Background: an optimization exercise with open tools, aiming at small area. Do not read the settings as production practice. The RTL was checked by simulation tests, not by an equivalence proof against the original design. Power is estimated from default activity; no workload was simulated.

`flow/run.sh`:
```
#!/bin/bash
# synth_recipe.tcl (not shown) runs the flow's synth.tcl, then flattens the netlist and writes it again
# the make line also repeats each setting of config.mk as NAME=value (left out here)
make -C /OpenROAD-flow-scripts/flow DESIGN_CONFIG=/design/flow/config.mk WORK_HOME=/design/flow/orfs CLKGATE_MAP_FILE= SYNTH_SCRIPT=/design/flow/synth_recipe.tcl finish
```
`flow/config.mk`:
```
export PLATFORM = sky130hd
export DESIGN_NAME = yay0_dec
export DESIGN_NICKNAME = yay0_dec
export VERILOG_FILES = /design/flow/design.v
export SDC_FILE = /design/flow/constraint.sdc
export NUM_CORES = 4
export LEC_CHECK = 0
export ABC_AREA = 1
export CAP_MARGIN = 20
export CORE_MARGIN = 2
export CORE_UTILIZATION = 40
export SLEW_MARGIN = 20
```
`flow/constraint.sdc`:
```
create_clock -name core_clock -period 8.0 [get_ports {clk}]
set_input_delay 1.6000 -clock core_clock [delete_from_list [all_inputs] [get_ports {clk}]]
set_output_delay 1.6000 -clock core_clock [all_outputs]
set_load 0.01 [all_outputs]
```
`flow/design.v`:
```
module yay0_dec (
    input  wire        clk,
    input  wire        rst,         
    input  wire        start,       
    input  wire [31:0] base,        
    input  wire [31:0] in_len,      
    input  wire [31:0] out_cap,     
    output wire        busy,
    output wire        done,        
    output wire [3:0]  err,         
    output wire [31:0] size,        
    output reg         in_re,
    output wire [31:0] in_addr,
    input  wire [7:0]  in_rdata,
    output reg         out_we,
    output wire [31:0] out_waddr,
    output wire [7:0]  out_wdata,
    output reg         out_re,
    output wire [31:0] out_raddr,
    input  wire [7:0]  out_rdata
);
    localparam [3:0] E_NONE   = 4'd0,
                     E_MAGIC  = 4'd1,
                     E_BOUNDS = 4'd4,
                     E_TRUNC  = 4'd5,
                     E_BADREF = 4'd8;
    localparam [4:0] S_IDLE  = 5'd0,
                     S_DONE  = 5'd1,
                     S_CHK16 = 5'd2,    
                     S_CHK4  = 5'd3,    
                     S_HR    = 5'd4,    
                     S_HA    = 5'd5,    
                     S_CAP   = 5'd6,    
                     S_PADD  = 5'd7,    
                     S_KADD  = 5'd8,    
                     S_CADD  = 5'd9,    
                     S_CLR   = 5'd10,   
                     S_WCHK  = 5'd11,   
                     S_CF    = 5'd12,   
                     S_CR    = 5'd13,   
                     S_KCHK  = 5'd14,   
                     S_LRD   = 5'd15,   
                     S_LWR   = 5'd16,   
                     S_PCHK  = 5'd17,   
                     S_PHI   = 5'd18,   
                     S_PLO   = 5'd19,   
                     S_XCHK  = 5'd20,   
                     S_XRD   = 5'd21,   
                     S_SRC   = 5'd22,   
                     S_C0    = 5'd23,   
                     S_CW    = 5'd24;   
    reg [4:0]  state;
    reg [1:0]  ph;
    wire       ph0  = (ph == 2'd0);
    wire       ph1  = (ph == 2'd1);
    wire       last = (ph == 2'd3);
    reg [31:0] L;       
    reg [31:0] CP;      
    reg [31:0] PP;      
    reg [31:0] KP;      
    reg [31:0] OP;      
    reg [31:0] SZ;      
    reg [31:0] AD;      
    reg        ppov, kpov;    
    reg [7:0]  DATA;          
    reg [3:0]  DH;            
    reg [8:0]  CNT;           
    reg        ext;           
    reg        dz;            
    reg [8:0]  CB;            
    reg [1:0]  WB;            
    reg [3:0]  h;             
    reg        mb;            
    reg        tf;            
    reg [3:0]  r_err;
    reg        c, bw, ac, zacc;
    assign busy      = (state != S_IDLE) && (state != S_DONE);
    assign done      = (state == S_DONE);
    assign err       = r_err;
    assign size      = SZ;
    assign in_addr   = AD;
    assign out_raddr = AD;
    assign out_waddr = OP;
    assign out_wdata = DATA;
    reg        aCP, aPP, aKP, aOP;
    reg        bCP, bnD, bnSZ;
    reg [7:0]  bK;
    reg        cin0;
    reg        wCP, wPP, wKP, wOP;
    reg        adA, adS, adInc;
    always @(*) begin
        aCP = 1'b0; aPP = 1'b0; aKP = 1'b0; aOP = 1'b0;
        bCP = 1'b0; bnD = 1'b0; bnSZ = 1'b0; bK = 8'd0; cin0 = 1'b0;
        wCP = 1'b0; wPP = 1'b0; wKP = 1'b0; wOP = 1'b0;
        adA = 1'b0; adS = 1'b0; adInc = 1'b0;
        case (state)
            S_CHK16: begin aCP = 1'b1; bK = 8'd16; adA = 1'b1; end
            S_CHK4, S_WCHK: begin aCP = 1'b1; bK = 8'd4; end
            S_HA:    begin aCP = 1'b1; bK = {4'd0, h}; cin0 = 1'b1; adS = 1'b1; end
            S_CAP:   begin aOP = 1'b1; bnSZ = 1'b1; cin0 = 1'b1; end
            S_PADD:  begin aPP = 1'b1; bCP = 1'b1; wPP = 1'b1; end
            S_KADD:  begin aKP = 1'b1; bCP = 1'b1; wKP = 1'b1; end
            S_CADD:  begin aCP = 1'b1; bK = 8'd16; wCP = 1'b1; end
            S_CLR:   begin wOP = 1'b1; end
            S_CF:    begin aCP = 1'b1; cin0 = 1'b1; wCP = 1'b1; adA = 1'b1; end
            S_KCHK, S_XCHK: begin aKP = 1'b1; cin0 = 1'b1; wKP = 1'b1; adA = 1'b1; end
            S_PCHK:  begin aPP = 1'b1; bK = 8'd2; wPP = 1'b1; adA = 1'b1; end
            S_PHI:   begin adInc = 1'b1; end
            S_SRC:   begin aOP = 1'b1; bnD = 1'b1; adS = 1'b1; end
            S_C0:    begin adInc = 1'b1; end
            S_LWR:   begin aOP = 1'b1; cin0 = 1'b1; wOP = 1'b1; end
            S_CW:    begin aOP = 1'b1; cin0 = 1'b1; wOP = 1'b1; adInc = 1'b1; end
            default: ;
        endcase
    end
    wire [7:0] nDd = ph0 ? ~DATA : (ph1 ? {4'hF, ~DH} : 8'hFF);
    wire [7:0] da  = ({8{aCP}} & CP[7:0]) | ({8{aPP}} & PP[7:0]) |
                     ({8{aKP}} & KP[7:0]) | ({8{aOP}} & OP[7:0]);
    wire [7:0] db  = (ph0 ? bK : 8'd0) | ({8{bCP}} & CP[7:0]) |
                     ({8{bnD}} & nDd) | ({8{bnSZ}} & ~SZ[7:0]);
    wire       ci  = ph0 ? cin0 : c;
    wire [8:0] sum = {1'b0, da} + {1'b0, db} + {8'd0, ci};
    wire [7:0] s   = sum[7:0];
    wire       cout = sum[8];
    wire       bwi  = ph0 ? 1'b0 : bw;
    wire [8:0] ldif = {1'b0, L[7:0]} - {1'b0, s} - {8'd0, bwi};
    wire       bout = ldif[8];
    wire       trunc = cout | bout | (aPP & ppov) | (aKP & kpov);
    wire [8:0] ainc = {1'b0, AD[7:0]} + {8'd0, ph0 ? 1'b1 : ac};
    wire       ins   = (state == S_HA) && (ph == ~h[1:0]);
    wire       insSZ = ins && (h[3:2] == 2'd1);
    wire       insPP = ins && (h[3:2] == 2'd2);
    wire       insKP = ins && (h[3:2] == 2'd3);
    wire [7:0] op_in = wOP ? s : OP[7:0];
    wire       zd    = (op_in == SZ[7:0]);
    wire       zend  = zacc & zd;           
    reg  [7:0] mexp;
    always @(*) begin
        case (h[1:0])
            2'd0: mexp = 8'h59;
            2'd1: mexp = 8'h61;
            2'd2: mexp = 8'h79;
            default: mexp = 8'h30;
        endcase
    end
    wire       cb_empty = (CB[7:0] == 8'd0);
    wire       cnt_end  = (CNT == (ext ? 9'h1EE : 9'h1FE));
    always @(*) begin
        in_re  = 1'b0;
        out_re = 1'b0;
        out_we = 1'b0;
        if (ph0) begin
            case (state)
                S_HR, S_CR, S_LRD, S_PHI, S_PLO, S_XRD: in_re = 1'b1;
                S_C0: out_re = 1'b1;
                S_LWR: out_we = 1'b1;
                S_CW: begin out_re = 1'b1; out_we = 1'b1; end
                default: ;
            endcase
        end
    end
    wire go = start && !busy;
    always @(posedge clk) begin
        c    <= cout;
        bw   <= bout;
        ac   <= ainc[8];
        zacc <= ph0 ? zd : (zacc & zd);
        L  <= go ? in_len  : {L[7:0], L[31:8]};
        CP <= go ? base    : {(wCP ? s : CP[7:0]), CP[31:8]};
        OP <= go ? out_cap : {op_in, OP[31:8]};
        PP <= {(insPP ? DATA : (wPP ? s : PP[7:0])), PP[31:8]};
        KP <= {(insKP ? DATA : (wKP ? s : KP[7:0])), KP[31:8]};
        SZ <= {(insSZ ? DATA : SZ[7:0]), SZ[31:8]};
        AD <= {(adInc ? ainc[7:0] : adS ? s : adA ? da : AD[7:0]), AD[31:8]};
        if (ph1) begin
            case (state)
                S_HR, S_LRD, S_PLO: DATA <= in_rdata;
                S_C0: DATA <= out_rdata;
                S_CW: if (!dz) DATA <= out_rdata;
                default: ;
            endcase
        end
        if (ph1 && state == S_PHI) begin
            DH  <= in_rdata[3:0];
            CNT <= {5'd0, in_rdata[7:4]};
            ext <= 1'b0;
        end
        if (ph1 && state == S_XRD) begin
            CNT <= {1'b0, in_rdata};
            ext <= 1'b1;
        end
        if (ph0 && state == S_CW)
            CNT <= CNT - 9'd1;
        if (ph0 && state == S_SRC)
            dz <= (DATA == 8'd0) && (DH == 4'd0);
        if (ph0 && state == S_HA && h[3:2] == 2'd0)
            mb <= mb | (DATA != mexp);
        if (last && state == S_CHK16) tf   <= trunc;
        if (last && state == S_PADD)  ppov <= cout;
        if (last && state == S_KADD)  kpov <= cout;
        if (go) begin
            mb <= 1'b0;
            CB <= 9'd0;
            WB <= 2'd0;
            h  <= 4'd0;
        end
        if (ph1 && state == S_CR)
            CB <= {in_rdata, 1'b1};
        if (last && state == S_CF)
            WB <= WB + 2'd1;
        if (last && state == S_HA)
            h <= h + 4'd1;
        if (last && !cb_empty && !zend &&
            (state == S_CLR || state == S_CR || state == S_LWR ||
             (state == S_CW && cnt_end)))
            CB <= {CB[7:0], 1'b0};
    end
    task automatic finish(input [3:0] code);
        begin
            r_err <= code;
            state <= S_DONE;
        end
    endtask
    always @(posedge clk) begin
        if (rst) begin
            state <= S_IDLE;
            ph    <= 2'd0;
        end else if (go) begin
            state <= S_CHK16;
            ph    <= 2'd0;
        end else begin
            ph <= ph + 2'd1;
            if (state == S_DONE)
                state <= S_IDLE;
            else if (last) begin
                case (state)
                    S_CHK16: state <= S_CHK4;
                    S_CHK4:  if (trunc) finish(E_TRUNC); else state <= S_HR;
                    S_HR:    state <= S_HA;
                    S_HA: begin
                        if (h == 4'd3) begin
                            if (mb) finish(E_MAGIC);
                            else if (tf) finish(E_TRUNC);
                            else state <= S_HR;
                        end else if (h == 4'd15)
                            state <= S_CAP;
                        else
                            state <= S_HR;
                    end
                    S_CAP:   if (!cout) finish(E_BOUNDS); else state <= S_PADD;
                    S_PADD:  state <= S_KADD;
                    S_KADD:  state <= S_CADD;
                    S_CADD:  state <= S_CLR;
                    S_WCHK:  if (trunc) finish(E_TRUNC); else state <= S_CF;
                    S_CF:    state <= S_CR;
                    S_KCHK:  if (trunc) finish(E_TRUNC); else state <= S_LRD;
                    S_LRD:   state <= S_LWR;
                    S_PCHK:  if (trunc) finish(E_TRUNC); else state <= S_PHI;
                    S_PHI:   state <= S_PLO;
                    S_PLO:   state <= (CNT[3:0] == 4'd0) ? S_XCHK : S_SRC;
                    S_XCHK:  if (trunc) finish(E_TRUNC); else state <= S_XRD;
                    S_XRD:   state <= S_SRC;
                    S_SRC:   if (!cout) finish(E_BADREF); else state <= S_C0;
                    S_C0:    if (zend) finish(E_BOUNDS); else state <= S_CW;
                    S_CLR, S_CR, S_LWR, S_CW: begin
                        if (state == S_CW && !cnt_end) begin
                            if (zend) finish(E_BOUNDS);
                        end else if (zend)
                            finish(E_NONE);
                        else if (cb_empty)
                            state <= (WB == 2'd0) ? S_WCHK : S_CF;
                        else
                            state <= CB[8] ? S_KCHK : S_PCHK;
                    end
                    default: state <= S_IDLE;
                endcase
            end
        end
    end
endmodule
```
==> results by group, run 1 <==
Outcome
  – Status: finished clean

Placed design
  – Port bufs: 259
  – Final HPWL DP: 28990 um
  – Inst Count DP: 2018
  – Final GP Congestion: 0.9552
  – Place WS: 1963 ps

Clocking
  – Clk sinks: 281
  – H-tree levels: 1
  – Root buf cell: clkbuf_16
  – Max Buffers Root-to-Sink: 3
  – Clock slew seen by the registers of the worst setup and hold paths: 70 ps
  – Resize count post-CTS: 0
  – CTS tree: done
  – Total CTS buffers: 30
  – Worst-Skew Late Latency: 570 ps
  – Post-CTS setup buffer count: 0
  – Cts hold-fix bufs: 0

Power and ir drop
  – Comb pwr share: 16.5%
  – Internal Power: 2.638 mW
  – PwrDens: 234.4 nW/um2
  – Sw Ratio: 26.88%
  – Register share of total power: 45.1%
  – NetSw: 969.9 uW
  – Peak VDD IR: 0.1619 mV
  – Static Leak: 6.893 nW
  – Clk pwr share: 38.4%

Floorplanning
  – Rows: 62
  – Core area: 28700 um2
  – Die footprint: 30570 um2
  – Initial Utilization: 40.68%
  – I/O Pins: 260
  – Die width: 174.9 um
  – Die Height: 174.9 um

Worst setup path
  – Slowest CP cell: a221oi_1
  – Critical Path RT: 8310 ps
  – CP max stage delay: 750 ps
  – CP most frequent cell: nand2_1
  – Worst R2R End: r_err[2]$_DFFE_PP_
  – Worst EP arrival: 6580 ps
  – Critical Path Sink Type: flop
  – Worst Reg-to-Reg Cells: 28
  – Reg-to-Reg Start: state[4]$_SDFFE_PP0P_
  – Crit path max fanout: 16
  – Reg-to-reg slack, setup: 1720 ps
  – Crit start category: flop
  – Crit path kind: reg -> reg

Logic synthesis
  – Cell variety after synth: 50
  – Post-Synthesis Cells: 1440
  – Post-synth EDFFs: 43
  – Synth Flop Type: dfxtp_1
  – Flop and latch count out of synthesis: 281
  – Synth async-reset ratio: 0%
  – Syn nets: 1590
  – Post-synthesis cell area: 11680 um2
  – Yosys warning total: 1
  – Sequential area share after synthesis: 51.86%
  – Syn avg cell area: 8.108 um2

Routing
  – Drt drc: 0
  – Routed vias: 10302
  – Total wire length: 37790 um
  – Pre-antenna DRT Iters: 6
  – Detail Route Antenna Nets: 0
  – Vias per inst: 4.967
  – Drt wl/cell: 18.22 um
  – Iter 0 DRT Violations: 904

STA
  – Worst slew pin tran: 1016 ps
  – Setup-failing EPs final: 0
  – Slew Viols, Final: 0
  – Final min period: 6276 ps
  – Clk_skew: 18.28 ps
  – Fin. Hold Viols: 0
  – Final setup margin: 1724 ps
  – Final worst hold slack: 321.8 ps
  – F_max: 159.3 MHz
  – Post-route clock period utilization: 78.45%
  – RSZ-0062 raised after global routing: no
  – Max-slew headroom: 32.24%
  – Total negative slack: 0 ps

Layout
  – Layout net count: 1816
  – Share of post-route cells with drive strength above 1: 5.444%
  – # diodes: 0
  – Syn-to-layout area delta: 31.84%
  – # fillers: 2753
  – Most common cell after layout, fill and taps aside: nand2_1
  – Commonest cells after routing, fill and taps aside: nand2_1, clkdlybuf4s50_1, dfxtp_1
  – Final cell count without fillers: 2074

Worst hold path
  – Hold Startpoint: KP[12]$_DFF_P_
  – Hold Path Sink: KP[4]$_DFF_P_
  – Hold path cells: 0
  – Worst hold-check path type: reg -> reg

GRT
  – Vias in the first global route: 9730
  – First-pass GRT wire length: 56540 um
  – Antenna violations before repair: 0
  – Remaining global-route overflow: 0
  – Largest net degree at the start of global routing: 97
  – Gr usage total: 23.92%

Flow run
  – Max-capacitance violation count: 0
[cell families (layout without fill, tap and decap cells)]
logic type	after synthesis	after routing	share of synthesized area, %
AO/OA/AOI/OAI	206	206	10.42
XOR/XNOR	13	13	0.9751
adder cells (fa/ha/maj)	35	35	3.879
buffers and inverters	244	494	9.119
flip-flops	281	281	51.86
AND/OR/NAND/NOR	661	661	23.75
[critical path, delay by kind of cell (launching register included)]
family | cells | cell delay, ps
adder cells (fa/ha/maj) | 4 | 1260
buffers and inverters | 6 | 890
AO/OA/AOI/OAI | 4 | 1270
flip-flops | 1 | 630
AND/OR/NAND/NOR | 14 | 1970
[power groups by stage]
stage / Sequential, mW / Clock (mW) / Combinational, mW
floorplan: 1.66 / 0 / 0.285
global placement: 1.66 / 0 / 0.594
detailed placement: 1.66 / 0 / 0.594
CTS: 1.63 / 1.41 / 0.597
global route: 1.64 / 1.47 / 0.647
finish: 1.63 / 1.39 / 0.595
[worst max path at each step]
stage                                      from                 end  slack (ps)  depth (start not counted)
after floorplan           state[4]$_SDFFE_PP0P_  r_err[0]$_DFFE_PP_        3540                         27
after global placement    state[4]$_SDFFE_PP0P_     CB[3]$_DFFE_PP_        1960                         22
after detailed placement  state[4]$_SDFFE_PP0P_     CB[4]$_DFFE_PP_        1960                         22
after CTS                 state[4]$_SDFFE_PP0P_     CB[2]$_DFFE_PP_        1930                         22
after global routing      state[4]$_SDFFE_PP0P_  r_err[0]$_DFFE_PP_        1350                         29
final                     state[4]$_SDFFE_PP0P_  r_err[2]$_DFFE_PP_        1720                         28
[synth_stat cells, types with 4 or more instances]
cell type	n	area (um2)
nand2_1	431	1618
dfxtp_1	238	4765
inv_1	164	615.6
nor2_1	109	409.1
o21ai_0	84	420.4
nand3_1	59	295.3
edfxtp_1	43	1291
a21oi_1	42	210.2
buf_4	33	247.7
ha_1	33	412.9
clkbuf_1	32	120.1
o22ai_1	22	137.6
a31oi_1	14	87.58
nor3_1	14	70.07
nand4_1	13	81.33
o211ai_1	12	90.09
inv_2	8	30.03
nand2_4	8	90.09
xor2_1	8	70.07
a22oi_1	7	52.55
a221oi_1	5	43.79
nor4_1	5	31.28
o221ai_1	5	43.79
xnor2_1	5	43.79
nor2_2	4	25.02
o21ai_1	4	20.02
[flip-flops by register name (all words and copies together), names as in the netlist, 2 cells and up]
| name | cells |
|---|---|
| state | 5 |
| h | 4 |
| KP | 32 |
| WB | 2 |
| DATA | 8 |
| OP | 32 |
| r_err | 4 |
| PP | 32 |
| AD | 32 |
| CB | 9 |
| CP | 32 |
| L | 32 |
| CNT | 9 |
| DH | 4 |
| ph | 2 |
| SZ | 32 |
[through the flow]
stage | cell area (um2) | util, % | power, mW
floorplan | 11680 | - | 1.949
global placement | 14400 | 50.16 | 2.250
detailed placement | 14400 | 50.16 | 2.254
CTS | 15390 | 53.63 | 3.634
global route | 15390 | 53.63 | 3.758
finish | 15390 | 53.63 | 3.608
[per-layer routing]
| layer | global-route usage (%) | wire [um] |
|---|---|---|
| met1 | 32.43 | 16590 |
| met2 | 40.10 | 17680 |
| met5 | 0 | 0 |
| met4 | 7.014 | 964 |
| met3 | 2.937 | 2559 |
[cell type report]
class / count / area [um2] / area share (%)
repair buffers: 263 / 2635 / 17.12
inverters: 175 / 656.9 / 4.267
flip-flops and latches: 281 / 6056 / 39.34
multi-input cells: 915 / 4568 / 29.68
well taps: 384 / 480.5 / 3.121
clock buffers: 35 / 799.5 / 5.194
clock inverters: 21 / 197.7 / 1.284
==> run 2, diff against run 1 <==
--- a/flow/config.mk
+++ b/flow/config.mk
@@ -8,5 +8,6 @@
 export ABC_AREA = 1
 export CAP_MARGIN = 20
 export CORE_MARGIN = 2
-export CORE_UTILIZATION = 40
+export CORE_UTILIZATION = 60
+export CTS_BUF_LIST = sky130_fd_sc_hd__clkbuf_4
 export SLEW_MARGIN = 20
==> run 2 against run 1 <==
  * Largest power group unchanged
  * Highest routed layer unchanged
  * Clock skew increased by 66 ps
  * Sequential power about the same
  * Fmax increased by 3.4%
  * Worst setup slack improved by 210 ps
  * Critical path type unchanged
==> results by group, run 2 <==
GRT
  – Largest net degree at the start of global routing: 99 (was 97)
  – Vias in the first global route: 11334 (was 9730)
  – Gr usage total: 38.73% (was 23.92%)
  – Met1 GRT Util: 46.57% (was 32.43%)
  – Layer with the highest usage: met2 (unchanged)
  – Met3 Resource Use GR: 11.33% (was 2.937%)
  – Remaining global-route overflow: 0 (unchanged)
  – Antenna violations before repair: 1 (was 0)
  – Grt met2 use: 63.66% (was 40.10%)
  – First-pass GRT wire length: 60390 um (was 56540 um)

Clocking
  – Total CTS buffers: 73 (was 30)
  – Clk sinks: 281 (unchanged)
  – Root buf cell: clkbuf_4 (was clkbuf_16)
  – Worst-Skew Late Latency: 720 ps (was 570 ps)
  – H-tree levels: 3 (was 1)
  – Max Buffers Root-to-Sink: 3 (unchanged)
  – Post-CTS setup buffer count: 0 (unchanged)
  – Cts hold-fix bufs: 0 (unchanged)
  – Resize count post-CTS: 0 (unchanged)
  – Clock slew seen by the registers of the worst setup and hold paths: 80 ps (was 70 ps)
  – CTS tree: done (unchanged)

Worst setup path
  – Crit path max fanout: 15 (was 16)
  – Critical Path RT: 8410 ps (was 8310 ps)
  – Worst EP arrival: 6480 ps (was 6580 ps)
  – Crit start category: flop (unchanged)
  – Worst Reg-to-Reg Cells: 23 (was 28)
  – Critical Path Sink Type: flop (unchanged)
  – Crit path kind: reg -> reg (unchanged)
  – Reg-to-reg slack, setup: 1930 ps (was 1720 ps)

Layout
  – Share of post-route cells with drive strength above 1: 8.485% (was 5.444%)
  – Final cell count without fillers: 2022 (was 2074)
  – # fillers: 1263 (was 2753)
  – Commonest cells after routing, fill and taps aside: nand2_1, clkdlybuf4s50_1, dfxtp_1 (unchanged)
  – Syn-to-layout area delta: 29.76% (was 31.84%)
  – Most common cell after layout, fill and taps aside: nand2_1 (unchanged)
  – Final Util: 78.62% (was 53.63%)
  – Design area: 15150 um2 (was 15390 um2)
  – Layout net count: 1860 (was 1816)

Floorplanning
  – Initial Utilization: 60.59% (was 40.68%)
  – Die Height: 143.5 um (was 174.9 um)
  – Core area: 19270 um2 (was 28700 um2)
  – Die width: 143.5 um (was 174.9 um)
  – Rows: 51 (was 62)
  – Die footprint: 20590 um2 (was 30570 um2)
  – I/O Pins: 260 (unchanged)

Placed design
  – Final GP Congestion: 1.030 (was 0.9552)
  – Final HPWL DP: 28170 um (was 28990 um)
  – Area post-placement: 14240 um2 (was 14400 um2)
  – Inst Count DP: 1900 (was 2018)
  – Port bufs: 259 (unchanged)
  – Place WS: 2273 ps (was 1963 ps)

Logic synthesis
  – Sequential area share after synthesis: 51.86% (unchanged)
  – Syn avg cell area: 8.108 um2 (unchanged)
  – Cell variety after synth: 50 (unchanged)
  – Syn nets: 1590 (unchanged)
  – Synth async-reset ratio: 0% (unchanged)
  – Most frequent cells after synthesis: nand2_1, dfxtp_1, inv_1, nor2_1, o21ai_0 (unchanged)
  – Post-Synthesis Cells: 1440 (unchanged)
  – Top post-synthesis cells by area: dfxtp_1, nand2_1, edfxtp_1 (unchanged)
  – Post-synth EDFFs: 43 (unchanged)
  – Post-synthesis cell area: 11680 um2 (unchanged)
  – Yosys warning total: 1 (unchanged)
  – Most common cell in the netlist: nand2_1 (unchanged)
  – Area leader, netlist: dfxtp_1 (unchanged)
  – Synth Flop Type: dfxtp_1 (unchanged)
  – Share of the synthesized area in the top cell type: 40.81% (unchanged)
  – Flop and latch count out of synthesis: 281 (unchanged)

Power and ir drop
  – PwrDens: 232.1 nW/um2 (was 234.4 nW/um2)
  – Static Leak: 6.946 nW (was 6.893 nW)
  – Peak VDD IR: 0.1574 mV (was 0.1619 mV)

STA
  – Worst slew pin tran: 973.6 ps (was 1016 ps)
  – Setup-failing EPs final: 0 (unchanged)
  – Slew Viols, Final: 0 (unchanged)
  – Fin. Hold Viols: 0 (unchanged)
  – Final setup margin: 1930 ps (was 1724 ps)
  – Final min period: 6070 ps (was 6276 ps)
  – Max-slew headroom: 35.09% (was 32.24%)
  – RSZ-0062 raised after global routing: no (unchanged)
  – Clk_skew: 84.60 ps (was 18.28 ps)
  – Post-route clock period utilization: 75.87% (was 78.45%)
  – F_max: 164.8 MHz (was 159.3 MHz)
  – Total negative slack: 0 ps (unchanged)

Routing
  – Detail Route Antenna Nets: 0 (unchanged)
  – Drt wl/cell: 19.81 um (was 18.22 um)
  – Vias per inst: 5.632 (was 4.967)
  – Iter 0 DRT Violations: 1243 (was 904)
  – Drt drc: 0 (unchanged)
  – Total wire length: 40060 um (was 37790 um)
  – Pre-antenna DRT Iters: 6 (unchanged)
  – Routed vias: 11387 (was 10302)

Outcome
  – Status: finished clean (unchanged)

Flow run
  – Max-capacitance violation count: 0 (unchanged)

Worst hold path
  – Hold path cells: 0 (unchanged)
  – Worst hold-check path type: reg -> reg (unchanged)
-- run 2: path summary, 6_finish.rpt --
path / from / endpoint
max: ph[0]$_SDFF_PP0_ / CB[7]$_DFFE_PP_
min: PP[13]$_DFF_P_ / PP[5]$_DFF_P_
max reg2reg: ph[0]$_SDFF_PP0_ / CB[7]$_DFFE_PP_
min reg2reg: PP[13]$_DFF_P_ / PP[5]$_DFF_P_
-- run 2: cell type report --
| class | instances | area [um2] | area share, % |
|---|---|---|---|
| tap | 265 | 331.6 | 2.188 |
| antenna | 1 | 2.502 | 0.01652 |
| clock inverter | 19 | 140.1 | 0.9249 |
| inverter | 175 | 656.9 | 4.336 |
| timing repair buffer | 264 | 2630 | 17.36 |
| sequential | 281 | 6056 | 39.97 |
| clock buffer | 102 | 765.7 | 5.054 |
| multi-input combinational | 915 | 4568 | 30.15 |
-- run 2: through the flow --
stage          hold slack (ps)  total power [mW]
2_1_floorplan            309.6             1.949
3_3_place_gp             309.8             2.229
3_5_place_dp             312.1             2.251
4_1_cts                  295.0             3.516
5_1_grt                  316.2             3.646
6_report                 311.3             3.516
-- run 2: metal layers --
metal  wire [um]  up-vias
met5           0        -
met2       18480      815
met3        4829      186
met1       14590     5196
li1            -     5190
met4        2163        0
-- run 2: kinds of logic (layout without fill, tap and decap cells) --
| group | count (synthesis) | count (layout) | synth area share, % |
|---|---|---|---|
| compound gates | 206 | 206 | 10.42 |
| simple gates | 661 | 661 | 23.75 |
| xor+xnor | 13 | 13 | 0.9751 |
| other cells | 0 | 1 | 0 |
| fa+ha+maj | 35 | 35 | 3.879 |
| buf+inv | 244 | 560 | 9.119 |
| flops | 281 | 281 | 51.86 |
-- run 2: where the power goes --
part	leakage, nW	switching [mW]	internal (mW)
logic	4.04	0.313	0.297
registers	2.37	0.0803	1.55
clock network	0.537	0.619	0.653
-- run 2: critical path, cell delays in order, from the launching register on --
cell	delay (ps)
dfxtp_1	420
inv_1	90
ha_1	350
inv_1	540
nor2_1	170
inv_1	150
o22ai_1	90
a221oi_1	490
fa_1	280
inv_1	90
fa_1	470
nand2_1	100
inv_1	40
nor2_1	310
inv_1	230
nand2_4	120
nand3_1	70
nand2_1	90
nand3_1	80
nor2_2	110
nand4_1	590
o2111ai_4	450
nand2_4	70
or2_1	360
==> run 3, diff against run 2 <==
==> flow/config.mk (replaced) <==
export PLATFORM = sky130hd
export DESIGN_NAME = yay0_dec
export DESIGN_NICKNAME = yay0_dec
export VERILOG_FILES = /design/flow/design.v
export SDC_FILE = /design/flow/constraint.sdc
export NUM_CORES = 4
export LEC_CHECK = 0
export CAP_MARGIN = 20
export CORE_MARGIN = 2
export CORE_UTILIZATION = 40
export SLEW_MARGIN = 20
==> run 3 against run 2 <==
  * Still clean
  * Worst setup slack lost 580 ps
  * Via count decreased by 12%
  * First-iteration DRC count is 30% lower
  * Combinational power decreased by 2%
  * Power up 2.8%
  * Critical path type unchanged
  * Highest routed layer unchanged
==> results by group, run 3 <==
STA
  – Final min period: 6652 ps (was 6070 ps)
  – RSZ-0062 raised after global routing: no (unchanged)
  – F_max: 150.3 MHz (was 164.8 MHz)
  – Total negative slack: 0 ps (unchanged)
  – Fin. Hold Viols: 0 (unchanged)
  – Worst slew pin tran: 993.2 ps (was 973.6 ps)
  – Post-route clock period utilization: 83.15% (was 75.87%)
  – Clk_skew: 25.88 ps (was 84.60 ps)
  – Slew Viols, Final: 0 (unchanged)
  – Max-slew headroom: 33.70% (was 35.09%)
  – Setup-failing EPs final: 0 (unchanged)

Logic synthesis
  – Area leader, netlist: dfxtp_1 (unchanged)
  – Share of the synthesized area in the top cell type: 39.86% (was 40.81%)
  – Syn nets: 1465 (was 1590)
  – Yosys warning total: 1 (unchanged)
  – Cell variety after synth: 78 (was 50)
  – Top post-synthesis cells by area: dfxtp_1, nand2_1, edfxtp_1 (unchanged)
  – Sequential area share after synthesis: 50.66% (was 51.86%)
  – Post-synth EDFFs: 43 (unchanged)
  – Most common cell in the netlist: nand2_1 (unchanged)
  – Post-synthesis cell area: 11950 um2 (was 11680 um2)
  – Syn avg cell area: 9.090 um2 (was 8.108 um2)
  – Most frequent cells after synthesis: nand2_1, dfxtp_1, nor2_1, o21ai_0, inv_1 (was nand2_1, dfxtp_1, inv_1, nor2_1, o21ai_0)
  – Flop and latch count out of synthesis: 281 (unchanged)
  – Post-Synthesis Cells: 1315 (was 1440)
  – Synth async-reset ratio: 0% (unchanged)
  – Synth Flop Type: dfxtp_1 (unchanged)

Worst setup path
  – CP bufs+invs: 4 (was 6)
  – Critical path, cell by cell: xnor2_1 -> a22oi_1 -> nor2_1 -> buf_4 -> a222oi_1 -> a21boi_0 -> fa_1 -> inv_1 -> fa_1 -> a211oi_1 -> nor2_1 -> xor2_1 -> buf_4 -> ha_1 -> inv_1 -> ha_1 -> o311ai_0 -> a2111oi_0 -> and4b_1 -> nor2_1 -> o221ai_1 -> a21o_1 -> a32o_1 (was inv_1 -> ha_1 -> inv_1 -> nor2_1 -> inv_1 -> o22ai_1 -> a221oi_1 -> fa_1 -> inv_1 -> fa_1 -> nand2_1 -> inv_1 -> nor2_1 -> inv_1 -> nand2_4 -> nand3_1 -> nand2_1 -> nand3_1 -> nor2_2 -> nand4_1 -> o2111ai_4 -> nand2_4 -> or2_1)
  – Crit path max fanout: 29 (was 15)
  – Worst EP arrival: 7120 ps (was 6480 ps)
  – Crit path kind: reg -> reg (unchanged)
  – Crit start category: flop (unchanged)
  – CP most frequent cell: nor2_1 (was inv_1)
  – Critical Path RT: 8460 ps (was 8410 ps)
  – Critical Path Sink Type: flop (unchanged)
  – CP max stage delay: 980 ps (was 590 ps)
  – Kind of cell adding the most delay to the critical path: compound AO/OA/AOI/OAI gates (was simple AND/OR/NAND/NOR gates)
  – Slowest CP cell: dfxtp_1 (was nand4_1)

Layout
  – Most common cell after layout, fill and taps aside: nand2_1 (unchanged)
  – Commonest cells after routing, fill and taps aside: nand2_1, clkdlybuf4s50_1, dfxtp_1 (unchanged)
  – Design area: 15700 um2 (was 15150 um2)
  – Register area: 6056 um2 (unchanged)
  – Syn-to-layout area delta: 31.35% (was 29.76%)
  – # fillers: 2758 (was 1263)
  – # diodes: 0 (was 1)
  – Footprint of the multi-input gates: 5192 um2 (was 4568 um2)
  – Layout net count: 1684 (was 1860)
  – Share of post-route cells with drive strength above 1: 7.267% (was 8.485%)

Floorplanning
  – Die footprint: 31280 um2 (was 20590 um2)
  – Rows: 63 (was 51)
  – I/O Pins: 260 (unchanged)
  – Die Height: 176.9 um (was 143.5 um)
  – Core area: 29560 um2 (was 19270 um2)
  – Initial Utilization: 40.44% (was 60.59%)
  – Die width: 176.9 um (was 143.5 um)

GRT
  – Largest net degree at the start of global routing: 94 (was 99)
  – Antenna violations before repair: 0 (was 1)
  – Remaining global-route overflow: 0 (unchanged)
  – Gr usage total: 22.93% (was 38.73%)
  – Vias in the first global route: 9772 (was 11334)
  – First-pass GRT wire length: 55840 um (was 60390 um)

Clocking
  – CTS tree: done (unchanged)
  – Max Buffers Root-to-Sink: 3 (unchanged)
  – Total CTS buffers: 30 (was 73)
  – Resize count post-CTS: 0 (unchanged)
  – Root buf cell: clkbuf_16 (was clkbuf_4)
  – Worst-Skew Late Latency: 570 ps (was 720 ps)
  – Post-CTS setup buffer count: 0 (unchanged)
  – H-tree levels: 1 (was 3)
  – Clock slew seen by the registers of the worst setup and hold paths: 70 ps (was 80 ps)
  – Clk sinks: 281 (unchanged)
  – Cts hold-fix bufs: 0 (unchanged)

Placed design
  – Area post-placement: 14720 um2 (was 14240 um2)
  – Final HPWL DP: 27160 um (was 28170 um)
  – Port bufs: 259 (unchanged)
  – Final GP Congestion: 0.9659 (was 1.030)

Outcome
  – Status: finished clean (unchanged)

Flow run
  – Max-capacitance violation count: 0 (unchanged)

Routing
  – Vias per inst: 5.144 (was 5.632)
  – Pre-antenna DRT Iters: 5 (was 6)
  – Drt wl/cell: 18.94 um (was 19.81 um)
  – Detail Route Antenna Nets: 0 (unchanged)
  – Iter 0 DRT Violations: 865 (was 1243)
  – Routed vias: 10006 (was 11387)
  – Total wire length: 36830 um (was 40060 um)
  – Drt drc: 0 (unchanged)

Power and ir drop
  – PwrDens: 230.1 nW/um2 (was 232.1 nW/um2)
  – Peak VDD IR: 0.1633 mV (was 0.1574 mV)
  – Static Leak: 6.425 nW (was 6.946 nW)

Worst hold path
  – Worst hold-check path type: reg -> reg (unchanged)
-- run 3: worst paths after layout --
check	end	startpoint	depth (start not counted)	slack [ps]
setup / recovery	state[0]$_SDFFE_PP0P_	state[2]$_SDFFE_PP0P_	23	1350
hold / removal	PP[11]$_DFF_P_	PP[19]$_DFF_P_	0	320
setup reg to reg	state[0]$_SDFFE_PP0P_	state[2]$_SDFFE_PP0P_	23	1350
hold reg to reg	PP[11]$_DFF_P_	PP[19]$_DFF_P_	0	320
-- run 3: cells by family after synthesis --
| family | count (synthesis) | synth area share [%] |
|---|---|---|
| and+or+nand+nor | 527 | 18.85 |
| DFF | 281 | 50.66 |
| AOI/OAI and AO/OA | 223 | 12.78 |
| buffers and inverters | 155 | 6.018 |
| muxes | 58 | 5.150 |
| xor gates and xnor gates | 36 | 2.753 |
| adders and majority gates | 35 | 3.789 |
-- run 3: power breakdown --
group	switching, mW	total [mW]	internal, mW	leakage [nW]
Clock	0.567	1.37	0.799	0.478
Sequential	0.0976	1.65	1.55	2.37
Combinational	0.268	0.597	0.328	3.58
-- run 3: area by class of cell --
type,count,area share [%]
Timing Repair Buffer,281,17.56
Tap cell,390,3.108
Inverter,61,1.458
Clock inverter,9,0.5897
Clock buffer,44,5.642
Multi-Input combinational cell,879,33.07
Sequential cell,281,38.57
-- run 3: routing by layer --
layer	global-route usage (%)	wire length, um	up-vias
met3	4.296	2396	60
met2	35.81	16160	390
li1	-	-	4893
met4	5.820	838	0
met1	32.63	17440	4663
met5	0	0	-
-- run 3: per-stage QoR --
step / worst slack (ps) / cells / power [mW] / hold slack [ps] / utilization (%)
2_1_floorplan: 2614 / 1315 / 1.957 / 309.6 / -
3_3_place_gp: 1594 / 1892 / 2.276 / 309.9 / 49.79
3_5_place_dp: 1438 / 1892 / 2.281 / 312.1 / 49.79
4_1_cts: 1397 / 1945 / 3.650 / 325.2 / 53.10
5_1_grt: 901.0 / 1945 / 3.763 / 328.3 / 53.12
6_report: 1348 / 1945 / 3.613 / 322.8 / 53.12

-- separate check: timing with driven ports --
The results above use ideal ports. As a check the final layouts listed here were re-extracted and re-timed, cells and wires unchanged.
Step 1 (the two cells are an assumption about what drives the block):
set clk [get_ports {clk}]
set_driving_cell -lib_cell sky130_fd_sc_hd__clkbuf_16 $clk
set_driving_cell -lib_cell sky130_fd_sc_hd__buf_2 [delete_from_list [all_inputs] $clk]
Step 2 adds t to the input delays and takes it off the output delays; t is the mean of the earliest and latest rising clock arrival at the registers after step 1. Input paths then give back, and output paths get back, about the clock's delay inside the block.
a / b / c = no drivers / after step 1 / after step 2; a / b = the first two.
run | shift t [ns] | slack for setup (ns) | worst setup path after step 2 | latest minus earliest clock arrival (ns) | worst slew at a driven data input, ns
run 1 | 0.613 | 1.724 / 1.724 / 1.724 | register to register | 0.020 / 0.021 | 0.07
run 2 | 0.725 | 1.930 / 1.930 / 1.930 | register to register | 0.086 / 0.086 | 0.06
run 3 | 0.603 | 1.348 / 1.348 / 1.348 | register to register | 0.027 / 0.027 | 0.06
After both steps setup and hold are still met in every run listed.
